This design comes from an exercise in tuning for small area, a short achievable clock period and few clock cycles per item on the open sky130 flow, not from production work.
Function was checked by simulation only, so behaviour that the tests miss may differ from the original.
Power and IR drop assume default switching activity.

## design/flow/config.mk

```make
export PLATFORM = sky130hd
export DESIGN_NAME = misty1_core
export DESIGN_NICKNAME = misty1_core
export VERILOG_FILES = /design/flow/design.v
export SDC_FILE = /design/flow/constraint.sdc
export NUM_CORES = 4
export LEC_CHECK = 0
export CAP_MARGIN = 20
export CORE_MARGIN = 2
export CORE_UTILIZATION = 40
export SLEW_MARGIN = 20
export SYNTH_MEMORY_MAX_BITS = 65536
```

## design/flow/constraint.sdc

```tcl
create_clock -name core_clock -period 22.0 [get_ports {clk}]
set_input_delay 4.4000 -clock core_clock [delete_from_list [all_inputs] [get_ports {clk}]]
set_output_delay 4.4000 -clock core_clock [all_outputs]
set_load 0.01 [all_outputs]
```

## design/flow/design.v

```verilog
module misty1_s7 (
    input  wire [6:0] idx,
    output reg  [6:0] val
);
    always @(*) begin
        case (idx)
            7'd0: val = 7'd27;
            7'd1: val = 7'd50;
            7'd2: val = 7'd51;
            7'd3: val = 7'd90;
            7'd4: val = 7'd59;
            7'd5: val = 7'd16;
            7'd6: val = 7'd23;
            7'd7: val = 7'd84;
            7'd8: val = 7'd91;
            7'd9: val = 7'd26;
            7'd10: val = 7'd114;
            7'd11: val = 7'd115;
            7'd12: val = 7'd107;
            7'd13: val = 7'd44;
            7'd14: val = 7'd102;
            7'd15: val = 7'd73;
            7'd16: val = 7'd31;
            7'd17: val = 7'd36;
            7'd18: val = 7'd19;
            7'd19: val = 7'd108;
            7'd20: val = 7'd55;
            7'd21: val = 7'd46;
            7'd22: val = 7'd63;
            7'd23: val = 7'd74;
            7'd24: val = 7'd93;
            7'd25: val = 7'd15;
            7'd26: val = 7'd64;
            7'd27: val = 7'd86;
            7'd28: val = 7'd37;
            7'd29: val = 7'd81;
            7'd30: val = 7'd28;
            7'd31: val = 7'd4;
            7'd32: val = 7'd11;
            7'd33: val = 7'd70;
            7'd34: val = 7'd32;
            7'd35: val = 7'd13;
            7'd36: val = 7'd123;
            7'd37: val = 7'd53;
            7'd38: val = 7'd68;
            7'd39: val = 7'd66;
            7'd40: val = 7'd43;
            7'd41: val = 7'd30;
            7'd42: val = 7'd65;
            7'd43: val = 7'd20;
            7'd44: val = 7'd75;
            7'd45: val = 7'd121;
            7'd46: val = 7'd21;
            7'd47: val = 7'd111;
            7'd48: val = 7'd14;
            7'd49: val = 7'd85;
            7'd50: val = 7'd9;
            7'd51: val = 7'd54;
            7'd52: val = 7'd116;
            7'd53: val = 7'd12;
            7'd54: val = 7'd103;
            7'd55: val = 7'd83;
            7'd56: val = 7'd40;
            7'd57: val = 7'd10;
            7'd58: val = 7'd126;
            7'd59: val = 7'd56;
            7'd60: val = 7'd2;
            7'd61: val = 7'd7;
            7'd62: val = 7'd96;
            7'd63: val = 7'd41;
            7'd64: val = 7'd25;
            7'd65: val = 7'd18;
            7'd66: val = 7'd101;
            7'd67: val = 7'd47;
            7'd68: val = 7'd48;
            7'd69: val = 7'd57;
            7'd70: val = 7'd8;
            7'd71: val = 7'd104;
            7'd72: val = 7'd95;
            7'd73: val = 7'd120;
            7'd74: val = 7'd42;
            7'd75: val = 7'd76;
            7'd76: val = 7'd100;
            7'd77: val = 7'd69;
            7'd78: val = 7'd117;
            7'd79: val = 7'd61;
            7'd80: val = 7'd89;
            7'd81: val = 7'd72;
            7'd82: val = 7'd3;
            7'd83: val = 7'd87;
            7'd84: val = 7'd124;
            7'd85: val = 7'd79;
            7'd86: val = 7'd98;
            7'd87: val = 7'd60;
            7'd88: val = 7'd29;
            7'd89: val = 7'd33;
            7'd90: val = 7'd94;
            7'd91: val = 7'd39;
            7'd92: val = 7'd106;
            7'd93: val = 7'd112;
            7'd94: val = 7'd77;
            7'd95: val = 7'd58;
            7'd96: val = 7'd1;
            7'd97: val = 7'd109;
            7'd98: val = 7'd110;
            7'd99: val = 7'd99;
            7'd100: val = 7'd24;
            7'd101: val = 7'd119;
            7'd102: val = 7'd35;
            7'd103: val = 7'd5;
            7'd104: val = 7'd38;
            7'd105: val = 7'd118;
            7'd106: val = 7'd0;
            7'd107: val = 7'd49;
            7'd108: val = 7'd45;
            7'd109: val = 7'd122;
            7'd110: val = 7'd127;
            7'd111: val = 7'd97;
            7'd112: val = 7'd80;
            7'd113: val = 7'd34;
            7'd114: val = 7'd17;
            7'd115: val = 7'd6;
            7'd116: val = 7'd71;
            7'd117: val = 7'd22;
            7'd118: val = 7'd82;
            7'd119: val = 7'd78;
            7'd120: val = 7'd113;
            7'd121: val = 7'd62;
            7'd122: val = 7'd105;
            7'd123: val = 7'd67;
            7'd124: val = 7'd52;
            7'd125: val = 7'd92;
            7'd126: val = 7'd88;
            7'd127: val = 7'd125;
            default: val = 7'd0;
        endcase
    end
endmodule
module misty1_s9 (
    input  wire [8:0] idx,
    output reg  [8:0] val
);
    always @(*) begin
        case (idx)
            9'd0: val = 9'd451;
            9'd1: val = 9'd203;
            9'd2: val = 9'd339;
            9'd3: val = 9'd415;
            9'd4: val = 9'd483;
            9'd5: val = 9'd233;
            9'd6: val = 9'd251;
            9'd7: val = 9'd53;
            9'd8: val = 9'd385;
            9'd9: val = 9'd185;
            9'd10: val = 9'd279;
            9'd11: val = 9'd491;
            9'd12: val = 9'd307;
            9'd13: val = 9'd9;
            9'd14: val = 9'd45;
            9'd15: val = 9'd211;
            9'd16: val = 9'd199;
            9'd17: val = 9'd330;
            9'd18: val = 9'd55;
            9'd19: val = 9'd126;
            9'd20: val = 9'd235;
            9'd21: val = 9'd356;
            9'd22: val = 9'd403;
            9'd23: val = 9'd472;
            9'd24: val = 9'd163;
            9'd25: val = 9'd286;
            9'd26: val = 9'd85;
            9'd27: val = 9'd44;
            9'd28: val = 9'd29;
            9'd29: val = 9'd418;
            9'd30: val = 9'd355;
            9'd31: val = 9'd280;
            9'd32: val = 9'd331;
            9'd33: val = 9'd338;
            9'd34: val = 9'd466;
            9'd35: val = 9'd15;
            9'd36: val = 9'd43;
            9'd37: val = 9'd48;
            9'd38: val = 9'd314;
            9'd39: val = 9'd229;
            9'd40: val = 9'd273;
            9'd41: val = 9'd312;
            9'd42: val = 9'd398;
            9'd43: val = 9'd99;
            9'd44: val = 9'd227;
            9'd45: val = 9'd200;
            9'd46: val = 9'd500;
            9'd47: val = 9'd27;
            9'd48: val = 9'd1;
            9'd49: val = 9'd157;
            9'd50: val = 9'd248;
            9'd51: val = 9'd416;
            9'd52: val = 9'd365;
            9'd53: val = 9'd499;
            9'd54: val = 9'd28;
            9'd55: val = 9'd326;
            9'd56: val = 9'd125;
            9'd57: val = 9'd209;
            9'd58: val = 9'd130;
            9'd59: val = 9'd490;
            9'd60: val = 9'd387;
            9'd61: val = 9'd301;
            9'd62: val = 9'd244;
            9'd63: val = 9'd414;
            9'd64: val = 9'd467;
            9'd65: val = 9'd221;
            9'd66: val = 9'd482;
            9'd67: val = 9'd296;
            9'd68: val = 9'd480;
            9'd69: val = 9'd236;
            9'd70: val = 9'd89;
            9'd71: val = 9'd145;
            9'd72: val = 9'd17;
            9'd73: val = 9'd303;
            9'd74: val = 9'd38;
            9'd75: val = 9'd220;
            9'd76: val = 9'd176;
            9'd77: val = 9'd396;
            9'd78: val = 9'd271;
            9'd79: val = 9'd503;
            9'd80: val = 9'd231;
            9'd81: val = 9'd364;
            9'd82: val = 9'd182;
            9'd83: val = 9'd249;
            9'd84: val = 9'd216;
            9'd85: val = 9'd337;
            9'd86: val = 9'd257;
            9'd87: val = 9'd332;
            9'd88: val = 9'd259;
            9'd89: val = 9'd184;
            9'd90: val = 9'd340;
            9'd91: val = 9'd299;
            9'd92: val = 9'd430;
            9'd93: val = 9'd23;
            9'd94: val = 9'd113;
            9'd95: val = 9'd12;
            9'd96: val = 9'd71;
            9'd97: val = 9'd88;
            9'd98: val = 9'd127;
            9'd99: val = 9'd420;
            9'd100: val = 9'd308;
            9'd101: val = 9'd297;
            9'd102: val = 9'd132;
            9'd103: val = 9'd349;
            9'd104: val = 9'd413;
            9'd105: val = 9'd434;
            9'd106: val = 9'd419;
            9'd107: val = 9'd72;
            9'd108: val = 9'd124;
            9'd109: val = 9'd81;
            9'd110: val = 9'd458;
            9'd111: val = 9'd35;
            9'd112: val = 9'd317;
            9'd113: val = 9'd423;
            9'd114: val = 9'd357;
            9'd115: val = 9'd59;
            9'd116: val = 9'd66;
            9'd117: val = 9'd218;
            9'd118: val = 9'd402;
            9'd119: val = 9'd206;
            9'd120: val = 9'd193;
            9'd121: val = 9'd107;
            9'd122: val = 9'd159;
            9'd123: val = 9'd497;
            9'd124: val = 9'd300;
            9'd125: val = 9'd388;
            9'd126: val = 9'd250;
            9'd127: val = 9'd406;
            9'd128: val = 9'd481;
            9'd129: val = 9'd361;
            9'd130: val = 9'd381;
            9'd131: val = 9'd49;
            9'd132: val = 9'd384;
            9'd133: val = 9'd266;
            9'd134: val = 9'd148;
            9'd135: val = 9'd474;
            9'd136: val = 9'd390;
            9'd137: val = 9'd318;
            9'd138: val = 9'd284;
            9'd139: val = 9'd96;
            9'd140: val = 9'd373;
            9'd141: val = 9'd463;
            9'd142: val = 9'd103;
            9'd143: val = 9'd281;
            9'd144: val = 9'd101;
            9'd145: val = 9'd104;
            9'd146: val = 9'd153;
            9'd147: val = 9'd336;
            9'd148: val = 9'd8;
            9'd149: val = 9'd7;
            9'd150: val = 9'd380;
            9'd151: val = 9'd183;
            9'd152: val = 9'd36;
            9'd153: val = 9'd25;
            9'd154: val = 9'd222;
            9'd155: val = 9'd295;
            9'd156: val = 9'd219;
            9'd157: val = 9'd228;
            9'd158: val = 9'd425;
            9'd159: val = 9'd82;
            9'd160: val = 9'd265;
            9'd161: val = 9'd144;
            9'd162: val = 9'd412;
            9'd163: val = 9'd449;
            9'd164: val = 9'd40;
            9'd165: val = 9'd435;
            9'd166: val = 9'd309;
            9'd167: val = 9'd362;
            9'd168: val = 9'd374;
            9'd169: val = 9'd223;
            9'd170: val = 9'd485;
            9'd171: val = 9'd392;
            9'd172: val = 9'd197;
            9'd173: val = 9'd366;
            9'd174: val = 9'd478;
            9'd175: val = 9'd433;
            9'd176: val = 9'd195;
            9'd177: val = 9'd479;
            9'd178: val = 9'd54;
            9'd179: val = 9'd238;
            9'd180: val = 9'd494;
            9'd181: val = 9'd240;
            9'd182: val = 9'd147;
            9'd183: val = 9'd73;
            9'd184: val = 9'd154;
            9'd185: val = 9'd438;
            9'd186: val = 9'd105;
            9'd187: val = 9'd129;
            9'd188: val = 9'd293;
            9'd189: val = 9'd11;
            9'd190: val = 9'd94;
            9'd191: val = 9'd180;
            9'd192: val = 9'd329;
            9'd193: val = 9'd455;
            9'd194: val = 9'd372;
            9'd195: val = 9'd62;
            9'd196: val = 9'd315;
            9'd197: val = 9'd439;
            9'd198: val = 9'd142;
            9'd199: val = 9'd454;
            9'd200: val = 9'd174;
            9'd201: val = 9'd16;
            9'd202: val = 9'd149;
            9'd203: val = 9'd495;
            9'd204: val = 9'd78;
            9'd205: val = 9'd242;
            9'd206: val = 9'd509;
            9'd207: val = 9'd133;
            9'd208: val = 9'd253;
            9'd209: val = 9'd246;
            9'd210: val = 9'd160;
            9'd211: val = 9'd367;
            9'd212: val = 9'd131;
            9'd213: val = 9'd138;
            9'd214: val = 9'd342;
            9'd215: val = 9'd155;
            9'd216: val = 9'd316;
            9'd217: val = 9'd263;
            9'd218: val = 9'd359;
            9'd219: val = 9'd152;
            9'd220: val = 9'd464;
            9'd221: val = 9'd489;
            9'd222: val = 9'd3;
            9'd223: val = 9'd510;
            9'd224: val = 9'd189;
            9'd225: val = 9'd290;
            9'd226: val = 9'd137;
            9'd227: val = 9'd210;
            9'd228: val = 9'd399;
            9'd229: val = 9'd18;
            9'd230: val = 9'd51;
            9'd231: val = 9'd106;
            9'd232: val = 9'd322;
            9'd233: val = 9'd237;
            9'd234: val = 9'd368;
            9'd235: val = 9'd283;
            9'd236: val = 9'd226;
            9'd237: val = 9'd335;
            9'd238: val = 9'd344;
            9'd239: val = 9'd305;
            9'd240: val = 9'd327;
            9'd241: val = 9'd93;
            9'd242: val = 9'd275;
            9'd243: val = 9'd461;
            9'd244: val = 9'd121;
            9'd245: val = 9'd353;
            9'd246: val = 9'd421;
            9'd247: val = 9'd377;
            9'd248: val = 9'd158;
            9'd249: val = 9'd436;
            9'd250: val = 9'd204;
            9'd251: val = 9'd34;
            9'd252: val = 9'd306;
            9'd253: val = 9'd26;
            9'd254: val = 9'd232;
            9'd255: val = 9'd4;
            9'd256: val = 9'd391;
            9'd257: val = 9'd493;
            9'd258: val = 9'd407;
            9'd259: val = 9'd57;
            9'd260: val = 9'd447;
            9'd261: val = 9'd471;
            9'd262: val = 9'd39;
            9'd263: val = 9'd395;
            9'd264: val = 9'd198;
            9'd265: val = 9'd156;
            9'd266: val = 9'd208;
            9'd267: val = 9'd334;
            9'd268: val = 9'd108;
            9'd269: val = 9'd52;
            9'd270: val = 9'd498;
            9'd271: val = 9'd110;
            9'd272: val = 9'd202;
            9'd273: val = 9'd37;
            9'd274: val = 9'd186;
            9'd275: val = 9'd401;
            9'd276: val = 9'd254;
            9'd277: val = 9'd19;
            9'd278: val = 9'd262;
            9'd279: val = 9'd47;
            9'd280: val = 9'd429;
            9'd281: val = 9'd370;
            9'd282: val = 9'd475;
            9'd283: val = 9'd192;
            9'd284: val = 9'd267;
            9'd285: val = 9'd470;
            9'd286: val = 9'd245;
            9'd287: val = 9'd492;
            9'd288: val = 9'd269;
            9'd289: val = 9'd118;
            9'd290: val = 9'd276;
            9'd291: val = 9'd427;
            9'd292: val = 9'd117;
            9'd293: val = 9'd268;
            9'd294: val = 9'd484;
            9'd295: val = 9'd345;
            9'd296: val = 9'd84;
            9'd297: val = 9'd287;
            9'd298: val = 9'd75;
            9'd299: val = 9'd196;
            9'd300: val = 9'd446;
            9'd301: val = 9'd247;
            9'd302: val = 9'd41;
            9'd303: val = 9'd164;
            9'd304: val = 9'd14;
            9'd305: val = 9'd496;
            9'd306: val = 9'd119;
            9'd307: val = 9'd77;
            9'd308: val = 9'd378;
            9'd309: val = 9'd134;
            9'd310: val = 9'd139;
            9'd311: val = 9'd179;
            9'd312: val = 9'd369;
            9'd313: val = 9'd191;
            9'd314: val = 9'd270;
            9'd315: val = 9'd260;
            9'd316: val = 9'd151;
            9'd317: val = 9'd347;
            9'd318: val = 9'd352;
            9'd319: val = 9'd360;
            9'd320: val = 9'd215;
            9'd321: val = 9'd187;
            9'd322: val = 9'd102;
            9'd323: val = 9'd462;
            9'd324: val = 9'd252;
            9'd325: val = 9'd146;
            9'd326: val = 9'd453;
            9'd327: val = 9'd111;
            9'd328: val = 9'd22;
            9'd329: val = 9'd74;
            9'd330: val = 9'd161;
            9'd331: val = 9'd313;
            9'd332: val = 9'd175;
            9'd333: val = 9'd241;
            9'd334: val = 9'd400;
            9'd335: val = 9'd10;
            9'd336: val = 9'd426;
            9'd337: val = 9'd323;
            9'd338: val = 9'd379;
            9'd339: val = 9'd86;
            9'd340: val = 9'd397;
            9'd341: val = 9'd358;
            9'd342: val = 9'd212;
            9'd343: val = 9'd507;
            9'd344: val = 9'd333;
            9'd345: val = 9'd404;
            9'd346: val = 9'd410;
            9'd347: val = 9'd135;
            9'd348: val = 9'd504;
            9'd349: val = 9'd291;
            9'd350: val = 9'd167;
            9'd351: val = 9'd440;
            9'd352: val = 9'd321;
            9'd353: val = 9'd60;
            9'd354: val = 9'd505;
            9'd355: val = 9'd320;
            9'd356: val = 9'd42;
            9'd357: val = 9'd341;
            9'd358: val = 9'd282;
            9'd359: val = 9'd417;
            9'd360: val = 9'd408;
            9'd361: val = 9'd213;
            9'd362: val = 9'd294;
            9'd363: val = 9'd431;
            9'd364: val = 9'd97;
            9'd365: val = 9'd302;
            9'd366: val = 9'd343;
            9'd367: val = 9'd476;
            9'd368: val = 9'd114;
            9'd369: val = 9'd394;
            9'd370: val = 9'd170;
            9'd371: val = 9'd150;
            9'd372: val = 9'd277;
            9'd373: val = 9'd239;
            9'd374: val = 9'd69;
            9'd375: val = 9'd123;
            9'd376: val = 9'd141;
            9'd377: val = 9'd325;
            9'd378: val = 9'd83;
            9'd379: val = 9'd95;
            9'd380: val = 9'd376;
            9'd381: val = 9'd178;
            9'd382: val = 9'd46;
            9'd383: val = 9'd32;
            9'd384: val = 9'd469;
            9'd385: val = 9'd63;
            9'd386: val = 9'd457;
            9'd387: val = 9'd487;
            9'd388: val = 9'd428;
            9'd389: val = 9'd68;
            9'd390: val = 9'd56;
            9'd391: val = 9'd20;
            9'd392: val = 9'd177;
            9'd393: val = 9'd363;
            9'd394: val = 9'd171;
            9'd395: val = 9'd181;
            9'd396: val = 9'd90;
            9'd397: val = 9'd386;
            9'd398: val = 9'd456;
            9'd399: val = 9'd468;
            9'd400: val = 9'd24;
            9'd401: val = 9'd375;
            9'd402: val = 9'd100;
            9'd403: val = 9'd207;
            9'd404: val = 9'd109;
            9'd405: val = 9'd256;
            9'd406: val = 9'd409;
            9'd407: val = 9'd304;
            9'd408: val = 9'd346;
            9'd409: val = 9'd5;
            9'd410: val = 9'd288;
            9'd411: val = 9'd443;
            9'd412: val = 9'd445;
            9'd413: val = 9'd224;
            9'd414: val = 9'd79;
            9'd415: val = 9'd214;
            9'd416: val = 9'd319;
            9'd417: val = 9'd452;
            9'd418: val = 9'd298;
            9'd419: val = 9'd21;
            9'd420: val = 9'd6;
            9'd421: val = 9'd255;
            9'd422: val = 9'd411;
            9'd423: val = 9'd166;
            9'd424: val = 9'd67;
            9'd425: val = 9'd136;
            9'd426: val = 9'd80;
            9'd427: val = 9'd351;
            9'd428: val = 9'd488;
            9'd429: val = 9'd289;
            9'd430: val = 9'd115;
            9'd431: val = 9'd382;
            9'd432: val = 9'd188;
            9'd433: val = 9'd194;
            9'd434: val = 9'd201;
            9'd435: val = 9'd371;
            9'd436: val = 9'd393;
            9'd437: val = 9'd501;
            9'd438: val = 9'd116;
            9'd439: val = 9'd460;
            9'd440: val = 9'd486;
            9'd441: val = 9'd424;
            9'd442: val = 9'd405;
            9'd443: val = 9'd31;
            9'd444: val = 9'd65;
            9'd445: val = 9'd13;
            9'd446: val = 9'd442;
            9'd447: val = 9'd50;
            9'd448: val = 9'd61;
            9'd449: val = 9'd465;
            9'd450: val = 9'd128;
            9'd451: val = 9'd168;
            9'd452: val = 9'd87;
            9'd453: val = 9'd441;
            9'd454: val = 9'd354;
            9'd455: val = 9'd328;
            9'd456: val = 9'd217;
            9'd457: val = 9'd261;
            9'd458: val = 9'd98;
            9'd459: val = 9'd122;
            9'd460: val = 9'd33;
            9'd461: val = 9'd511;
            9'd462: val = 9'd274;
            9'd463: val = 9'd264;
            9'd464: val = 9'd448;
            9'd465: val = 9'd169;
            9'd466: val = 9'd285;
            9'd467: val = 9'd432;
            9'd468: val = 9'd422;
            9'd469: val = 9'd205;
            9'd470: val = 9'd243;
            9'd471: val = 9'd92;
            9'd472: val = 9'd258;
            9'd473: val = 9'd91;
            9'd474: val = 9'd473;
            9'd475: val = 9'd324;
            9'd476: val = 9'd502;
            9'd477: val = 9'd173;
            9'd478: val = 9'd165;
            9'd479: val = 9'd58;
            9'd480: val = 9'd459;
            9'd481: val = 9'd310;
            9'd482: val = 9'd383;
            9'd483: val = 9'd70;
            9'd484: val = 9'd225;
            9'd485: val = 9'd30;
            9'd486: val = 9'd477;
            9'd487: val = 9'd230;
            9'd488: val = 9'd311;
            9'd489: val = 9'd506;
            9'd490: val = 9'd389;
            9'd491: val = 9'd140;
            9'd492: val = 9'd143;
            9'd493: val = 9'd64;
            9'd494: val = 9'd437;
            9'd495: val = 9'd190;
            9'd496: val = 9'd120;
            9'd497: val = 9'd0;
            9'd498: val = 9'd172;
            9'd499: val = 9'd272;
            9'd500: val = 9'd350;
            9'd501: val = 9'd292;
            9'd502: val = 9'd2;
            9'd503: val = 9'd444;
            9'd504: val = 9'd162;
            9'd505: val = 9'd234;
            9'd506: val = 9'd112;
            9'd507: val = 9'd508;
            9'd508: val = 9'd278;
            9'd509: val = 9'd348;
            9'd510: val = 9'd76;
            9'd511: val = 9'd450;
            default: val = 9'd0;
        endcase
    end
endmodule
module misty1_fi (
    input  wire [15:0] x,
    input  wire [15:0] ki,
    output wire [15:0] y
);
    wire [8:0] s9a_out, s9b_out;
    wire [6:0] s7_out;
    misty1_s9 u_s9a (.idx(x[15:7]), .val(s9a_out));
    wire [8:0] d9_a = s9a_out ^ {2'b00, x[6:0]};
    misty1_s7 u_s7 (.idx(x[6:0]), .val(s7_out));
    wire [6:0] d7_b = s7_out ^ d9_a[6:0];
    wire [6:0] d7_c = d7_b ^ ki[15:9];
    wire [8:0] d9_d = d9_a ^ ki[8:0];
    misty1_s9 u_s9b (.idx(d9_d), .val(s9b_out));
    wire [8:0] d9_e = s9b_out ^ {2'b00, d7_c};
    assign y = {d7_c, d9_e};
endmodule
module misty1_fl (
    input  wire [31:0] x,
    input  wire [15:0] ka,
    input  wire [15:0] ko,
    input  wire        inv,
    output wire [31:0] y
);
    wire [15:0] x0 = x[31:16];
    wire [15:0] x1 = x[15:0];
    wire [15:0] fl_x1 = x1 ^ (x0 & ka);
    wire [15:0] fl_x0 = x0 ^ (fl_x1 | ko);
    wire [15:0] fli_x0 = x0 ^ (x1 | ko);
    wire [15:0] fli_x1 = x1 ^ (fli_x0 & ka);
    assign y = inv ? {fli_x0, fli_x1} : {fl_x0, fl_x1};
endmodule
module misty1_fo (
    input  wire [31:0] x,
    input  wire [15:0] ko1,
    input  wire [15:0] ko2,
    input  wire [15:0] ko3,
    input  wire [15:0] ko4,
    input  wire [15:0] ki1,
    input  wire [15:0] ki2,
    input  wire [15:0] ki3,
    output wire [31:0] y
);
    wire [15:0] t0_in = x[31:16];
    wire [15:0] t1_in = x[15:0];
    wire [15:0] fi1_out, fi2_out, fi3_out;
    misty1_fi u_fi1 (.x(t0_in ^ ko1), .ki(ki1), .y(fi1_out));
    wire [15:0] t0_a = fi1_out ^ t1_in;
    misty1_fi u_fi2 (.x(t1_in ^ ko2), .ki(ki2), .y(fi2_out));
    wire [15:0] t1_a = fi2_out ^ t0_a;
    misty1_fi u_fi3 (.x(t0_a ^ ko3), .ki(ki3), .y(fi3_out));
    wire [15:0] t0_b = fi3_out ^ t1_a;
    wire [15:0] t1_b = t1_a ^ ko4;
    assign y = {t1_b, t0_b};
endmodule
module misty1_core (
    input  wire         clk,
    input  wire         rst,           
    input  wire         cmd_valid,
    output wire         cmd_ready,
    input  wire [1:0]   cmd_op,
    input  wire [7:0]   cmd_klen,
    input  wire [127:0] cmd_key,
    input  wire [63:0]  cmd_din,
    output reg          rsp_valid,
    output reg  [1:0]   rsp_status,
    output reg  [7:0]   rsp_info,
    output reg  [63:0]  rsp_dout
);
    localparam OP_BLKSIZE = 2'd0;
    localparam OP_KEYLOAD = 2'd1;
    localparam OP_ENCRYPT = 2'd2;
    localparam OP_DECRYPT = 2'd3;
    localparam ST_OK       = 2'd0;
    localparam ST_BAD_KLEN = 2'd1;
    localparam ST_NO_KEY   = 2'd2;
    localparam S_IDLE = 2'd0;
    localparam S_KEY  = 2'd1;
    localparam S_RUN  = 2'd2;
    reg [1:0]  state;
    reg        kv;               
    reg [15:0] ek [0:15];        
    reg [2:0]  ks_i;             
    reg [4:0]  step;             
    reg        decrypt;
    reg [31:0] d0, d1;
    assign cmd_ready = (state == S_IDLE);
    wire [2:0]  ks_next = ks_i + 3'd1;
    wire [15:0] ks_fi_out;
    misty1_fi u_ks_fi (.x(ek[{1'b0, ks_i}]), .ki(ek[{1'b0, ks_next}]), .y(ks_fi_out));
    wire [2:0] grp = step[4:2];
    wire [1:0] pos = step[1:0];
    reg        uop_fox;    
    reg        uop_h;      
    reg [3:0]  uop_k;      
    always @(*) begin
        if (!decrypt) begin
            case (pos)
                2'd0: begin uop_fox = 1'b0; uop_h = 1'b0; uop_k = {grp, 1'b0}; end
                2'd1: begin uop_fox = 1'b0; uop_h = 1'b1; uop_k = {grp, 1'b1}; end
                2'd2: begin uop_fox = 1'b1; uop_h = 1'b1; uop_k = {grp, 1'b0}; end
                default: begin uop_fox = 1'b1; uop_h = 1'b0; uop_k = {grp, 1'b1}; end
            endcase
        end else begin
            case (pos)
                2'd0: begin uop_fox = 1'b0; uop_h = 1'b0; uop_k = 4'd8 - {grp, 1'b0}; end
                2'd1: begin uop_fox = 1'b0; uop_h = 1'b1; uop_k = 4'd9 - {grp, 1'b0}; end
                2'd2: begin uop_fox = 1'b1; uop_h = 1'b0; uop_k = 4'd7 - {grp, 1'b0}; end
                default: begin uop_fox = 1'b1; uop_h = 1'b1; uop_k = 4'd6 - {grp, 1'b0}; end
            endcase
        end
    end
    wire [2:0]  fl_j  = uop_k[3:1];
    wire [15:0] fl_ka = uop_k[0] ? ek[{1'b1, fl_j + 3'd2}] : ek[{1'b0, fl_j}];
    wire [15:0] fl_ko = uop_k[0] ? ek[{1'b0, fl_j + 3'd4}] : ek[{1'b1, fl_j + 3'd6}];
    wire [31:0] fl_in = uop_h ? d1 : d0;
    wire [31:0] fl_out;
    misty1_fl u_fl (.x(fl_in), .ka(fl_ka), .ko(fl_ko), .inv(decrypt), .y(fl_out));
    wire [2:0]  fo_k = uop_k[2:0];
    wire [31:0] fo_in = uop_h ? d0 : d1;
    wire [31:0] fo_out;
    misty1_fo u_fo (
        .x  (fo_in),
        .ko1(ek[{1'b0, fo_k}]),
        .ko2(ek[{1'b0, fo_k + 3'd2}]),
        .ko3(ek[{1'b0, fo_k + 3'd7}]),
        .ko4(ek[{1'b0, fo_k + 3'd4}]),
        .ki1(ek[{1'b1, fo_k + 3'd5}]),
        .ki2(ek[{1'b1, fo_k + 3'd1}]),
        .ki3(ek[{1'b1, fo_k + 3'd3}]),
        .y  (fo_out)
    );
    wire [31:0] uop_out = uop_fox ? ((uop_h ? d1 : d0) ^ fo_out) : fl_out;
    integer n;
    always @(posedge clk) begin
        if (rst) begin
            state     <= S_IDLE;
            kv        <= 1'b0;
            rsp_valid <= 1'b0;
        end else begin
            rsp_valid <= 1'b0;
            case (state)
                S_IDLE: begin
                    if (cmd_valid) begin
                        case (cmd_op)
                            OP_BLKSIZE: begin
                                rsp_valid  <= 1'b1;
                                rsp_status <= ST_OK;
                                rsp_info   <= 8'd8;
                                rsp_dout   <= 64'd0;
                            end
                            OP_KEYLOAD: begin
                                if (cmd_klen != 8'd16) begin
                                    rsp_valid  <= 1'b1;
                                    rsp_status <= ST_BAD_KLEN;
                                    rsp_info   <= cmd_klen;
                                    rsp_dout   <= 64'd0;
                                end else begin
                                    for (n = 0; n < 8; n = n + 1)
                                        ek[n] <= cmd_key[127 - 16*n -: 16];
                                    kv    <= 1'b0;
                                    ks_i  <= 3'd0;
                                    state <= S_KEY;
                                end
                            end
                            default: begin  
                                if (!kv) begin
                                    rsp_valid  <= 1'b1;
                                    rsp_status <= ST_NO_KEY;
                                    rsp_info   <= 8'd0;
                                    rsp_dout   <= 64'd0;
                                end else begin
                                    decrypt <= (cmd_op == OP_DECRYPT);
                                    if (cmd_op == OP_DECRYPT) begin
                                        d1 <= cmd_din[63:32];
                                        d0 <= cmd_din[31:0];
                                    end else begin
                                        d0 <= cmd_din[63:32];
                                        d1 <= cmd_din[31:0];
                                    end
                                    step  <= 5'd0;
                                    state <= S_RUN;
                                end
                            end
                        endcase
                    end
                end
                S_KEY: begin
                    ek[{1'b1, ks_i}] <= ks_fi_out;
                    ks_i <= ks_next;
                    if (ks_i == 3'd7) begin
                        kv         <= 1'b1;
                        rsp_valid  <= 1'b1;
                        rsp_status <= ST_OK;
                        rsp_info   <= 8'd0;
                        rsp_dout   <= 64'd0;
                        state      <= S_IDLE;
                    end
                end
                S_RUN: begin
                    if (uop_h)
                        d1 <= uop_out;
                    else
                        d0 <= uop_out;
                    step <= step + 5'd1;
                    if (step == 5'd17) begin
                        rsp_valid  <= 1'b1;
                        rsp_status <= ST_OK;
                        rsp_info   <= 8'd0;
                        if (decrypt)
                            rsp_dout <= uop_h ? {d0, uop_out} : {uop_out, d1};
                        else
                            rsp_dout <= uop_h ? {uop_out, d0} : {d1, uop_out};
                        state <= S_IDLE;
                    end
                end
                default: state <= S_IDLE;
            endcase
        end
    end
endmodule
```

## design/flow/run.sh

```bash
#!/bin/bash
# synth_recipe.tcl (not shown) runs the flow's synth.tcl, then flattens the netlist and writes it again
# the make line also repeats each setting of config.mk as NAME=value (left out here)
make -C /OpenROAD-flow-scripts/flow DESIGN_CONFIG=/design/flow/config.mk WORK_HOME=/design/flow/orfs CLKGATE_MAP_FILE= SYNTH_SCRIPT=/design/flow/synth_recipe.tcl finish
```

==> results by group <==
Global routing
  • Pin count of the biggest net entering global routing: 182
  • Global-route wire length before repair: 439000 um
  • Global route hottest layer: met2
  • Initial antenna violation count: 2
  • Remaining global-route overflow: 0
  • GR Util met2: 0.492
  • Total Routing Usage GR: 0.325
  • Met1 Track Usage GR: 0.423
  • M3 GR Usage: 0.0847
  • Vias in the first global route: 67000

Job
  • Number of max-cap violations: 0

Layout
  • Post-route cell area: 0.0746 sq mm
  • Layout cell share with drive strength beyond 1: 0.0835
  • Layout area overhead: 9.50%
  • Final #Nets: 9270

Placement
  • Cell Area, Placed: 0.0728 sq mm
  • Number of I/O port buffers: 280
  • DP Wirelength: 214000 um
  • GPL Wtd Cong: 1.04

Routing
  • DRT antenna net count: 0
  • Initial DRC Count: 12200
  • Via/cell ratio: 6.73
  • Drt drc: 0
  • Routed via count: 74600
  • Routed Wire Length: 298000 um
  • Drt pass-1 iters: 10
  • WL/cell: 26.9 um

Die
  • Initial Util: 0.402
  • Die area: 0.174 sq mm
  • Die width: 417 um
  • Boundary Pins: 281
  • Core area: 0.169 sq mm
  • Chip Height: 417 um
  • FP Rows: 151

Clocking
  • Insertion delay to the later sink of the worst-skew pair: 0.71 ns
  • CTS tree: done
  • CTS clk-pin slew, worst paths: 0.08 ns
  • Post-cts repair resize count: 0
  • CTS Buf Count: 49
  • CTS Hold Bufs: 0
  • Clock buffer depth: 3
  • H-tree levels: 2
  • Post-CTS Setup Bufs: 0
  • Root Buffer: clkbuf_16
  • CTS Sinks: 410

STA
  • Highest Clock Rate: 0.0533 GHz
  • Worst slew pin tran: 1.28 ns
  • TNS Setup: 0 ns
  • RSZ-0062 raised after global routing: false
  • Clk_skew: 0.0771 ns
  • Final Critical Period: 18.76 ns
  • Hold Fails Final Rpt: 0
  • Relative slew slack: 0.122
  • Pins Over Slew Limit: 0
  • Tcrit/Tclk final: 0.853
  • Final setup vio count: 0

Synth
  • Yosys cell types: 117
  • Post-synthesis xor/xnor area fraction: 0.0807
  • Mux share of post-synthesis cell area: 0.142
  • Main combinational cell family by area after synthesis: compound AO/OA/AOI/OAI gates
  • Sequential share of the synthesized area: 0.180
  • Largest cells by area after synthesis: edfxtp_1 18%, mux2i_1 7.7%, nand2_1 7.5%
  • Synth cell count leaders: 1366 x nand2_1, 831 x nor2_1, 696 x a21oi_1, 668 x o21ai_0, 559 x clkbuf_1
  • Most frequent cell after synthesis: nand2_1
  • Yosys warns: 3
  • Post-Synth Simple-Gate Area: 0.205
  • Syn Inst Count: 9141
  • Synth Area in Compound Gates: 0.287
  • Mapped Nets: 9587
  • Cell taking the most area after synthesis: edfxtp_1
  • Fraction of registers with async set/reset: 0
  • Mean Syn Cell Area: 7.45 sq um
  • Share of the synthesized area in the top cell type: 0.178
  • FF+latch count, synth: 410
  • Ys flop type: edfxtp_1
  • Mapped Area: 0.0681 sq mm
  • Synth Area in Adders: 0.0446
  • Post-synth EDFFs: 403

Critical path
  • Startpoint types: flip-flop
  • Worst Setup End Kind: flip-flop
  • Crit path required time: 22.42 ns
  • Arrival time at the worst endpoint: 19.17 ns
  • Critical Path Slowest Stage Cell: a21oi_1
  • Crit path top cell by count: nand2_1
  • Critical path class: reg -> reg
  • Crit Path Max Fanout: 95
  • CP top delay family: compound AO/OA/AOI/OAI gates
  • Max incr delay on CP: 0.82 ns
  • CP bufs+invs: 10

Pwr
  • P_leak: 27.1 nW
  • Power Dens Cells: 25.4 mW/mm^2
  • Peak VDD IR: 58.0 uV

Worst hold path
  • Hold Path Class: reg -> reg

Run status
  • Outcome: complete, no violations
-- cell usage in the layout (no fill, tap or decap), types with 52 or more instances in the layout --
cell type / n
and2_1: 97
clkdlybuf4s50_1: 278
buf_4: 232
and3_1: 162
nor3_1: 188
edfxtp_1: 403
o221ai_1: 117
o22ai_1: 54
o31ai_1: 52
o211ai_1: 224
nand2_1: 1364
nand3_1: 276
inv_1: 111
a311oi_1: 64
a21oi_1: 694
ha_1: 236
mux4_2: 170
a211oi_1: 298
mux2i_1: 512
mux2_2: 53
o21ai_0: 668
a31oi_1: 216
xnor2_1: 404
nor2_1: 825
xor2_1: 68
-- cell families (layout without fill, tap and decap cells) --
family | count (synthesis) | in the layout
adders and majority gates | 242 | 242
AOI/OAI and AO/OA | 2966 | 2966
other | 0 | 3
DFF | 410 | 410
and+or+nand+nor | 3180 | 3180
muxes | 747 | 747
xor gates and xnor gates | 577 | 577
buffers and inverters | 1019 | 740
-- registers in the layout (all words and copies together) (netlist names), named ones only --
name and cells:
rsp_info 8, rsp_valid 1, rsp_status 2, kv 1, rsp_dout 64, d1 32, state 2, ek 256
step 5, decrypt 1, d0 32, ks_i 3
-- layout make-up --
cell class	count	area, sq um
fill	17000	94700
multi-input combinational	7712	52700
sequential	410	12200
tap	2218	2780
clock inverter	33	484
timing repair buffer	514	4570
antenna	3	7.51
inverter	137	519
clock buffer	56	1250
-- report_power, final --
part	switching (mW)	internal [mW]
registers	0.00343	0.858
clock network	0.391	0.521
logic	0.0627	0.0590
total	0.457	1.44
-- stage by stage --
step	setup WS (ns)	hold slack (ns)	cells	total power, mW	util
finish	3.24	0.582	11100	1.90	0.441
global route	2.13	0.622	11100	1.94	0.441
CTS	3.81	0.582	11100	1.90	0.440
global placement	4.33	0.550	11000	0.996	0.430
detailed placement	3.91	0.571	11000	0.997	0.430
floorplan	6.74	0.514	9141	0.922	-
-- worst min-delay path, cell delays in order, from the launching register on --
cell	delay, ns
dfxtp_1	0.38
a21oi_1	0.09
nor2_1	0.08
-- routing by layer --
metal,routed length (um),share of wire
met5,13,0.000044
met3,35000,0.12
met1,116000,0.39
met2,128000,0.43
met4,19300,0.065
-- path summary, 6_finish.rpt --
| path | from | to | slack (ns) | cells past startpoint |
|---|---|---|---|---|
| setup / recovery | step[0]$_SDFFCE_PN0P_ | rsp_dout[37]$_SDFFCE_PN0P_ | 3.24 | 54 |
| hold / removal | state[0]$_SDFFE_PP0P_ | state[0]$_SDFFE_PP0P_ | 0.58 | 2 |
| setup reg to reg | step[0]$_SDFFCE_PN0P_ | rsp_dout[37]$_SDFFCE_PN0P_ | 3.24 | 54 |
| hold reg to reg | state[0]$_SDFFE_PP0P_ | state[0]$_SDFFE_PP0P_ | 0.58 | 2 |
Testbench counts, summed over its fixed seeds: cycles 39,200, items 2,048.

==> what the ideal ports hide <==
The results above use ideal ports. As a check the final layout listed here was re-extracted and re-timed, cells and wires unchanged.
Step 1 sets driving cells, clkbuf_16 on the clock port and buf_2 on the other inputs (assumed; they add their load-dependent delay and slew).
Step 2, shift: input delay + t, output delay - t, t = (earliest + latest rising clock arrival at the registers) / 2. This alone moves slack from input paths to output paths.
Slacks: no drivers / after step 1 / after step 2; pairs: no drivers / after step 1.
t (ns): 0.744
slack for setup (ns): 3.243 / 3.243 / 3.243
hold WS [ns]: 0.582 / 0.582 / 0.582
worst register clock-pin slew, ns: 0.08 / 0.08
After both steps this run still meets setup and hold. For this run, drivers alone change the setup slack by 0.000 ns; drivers and shift together by 0.000 ns.
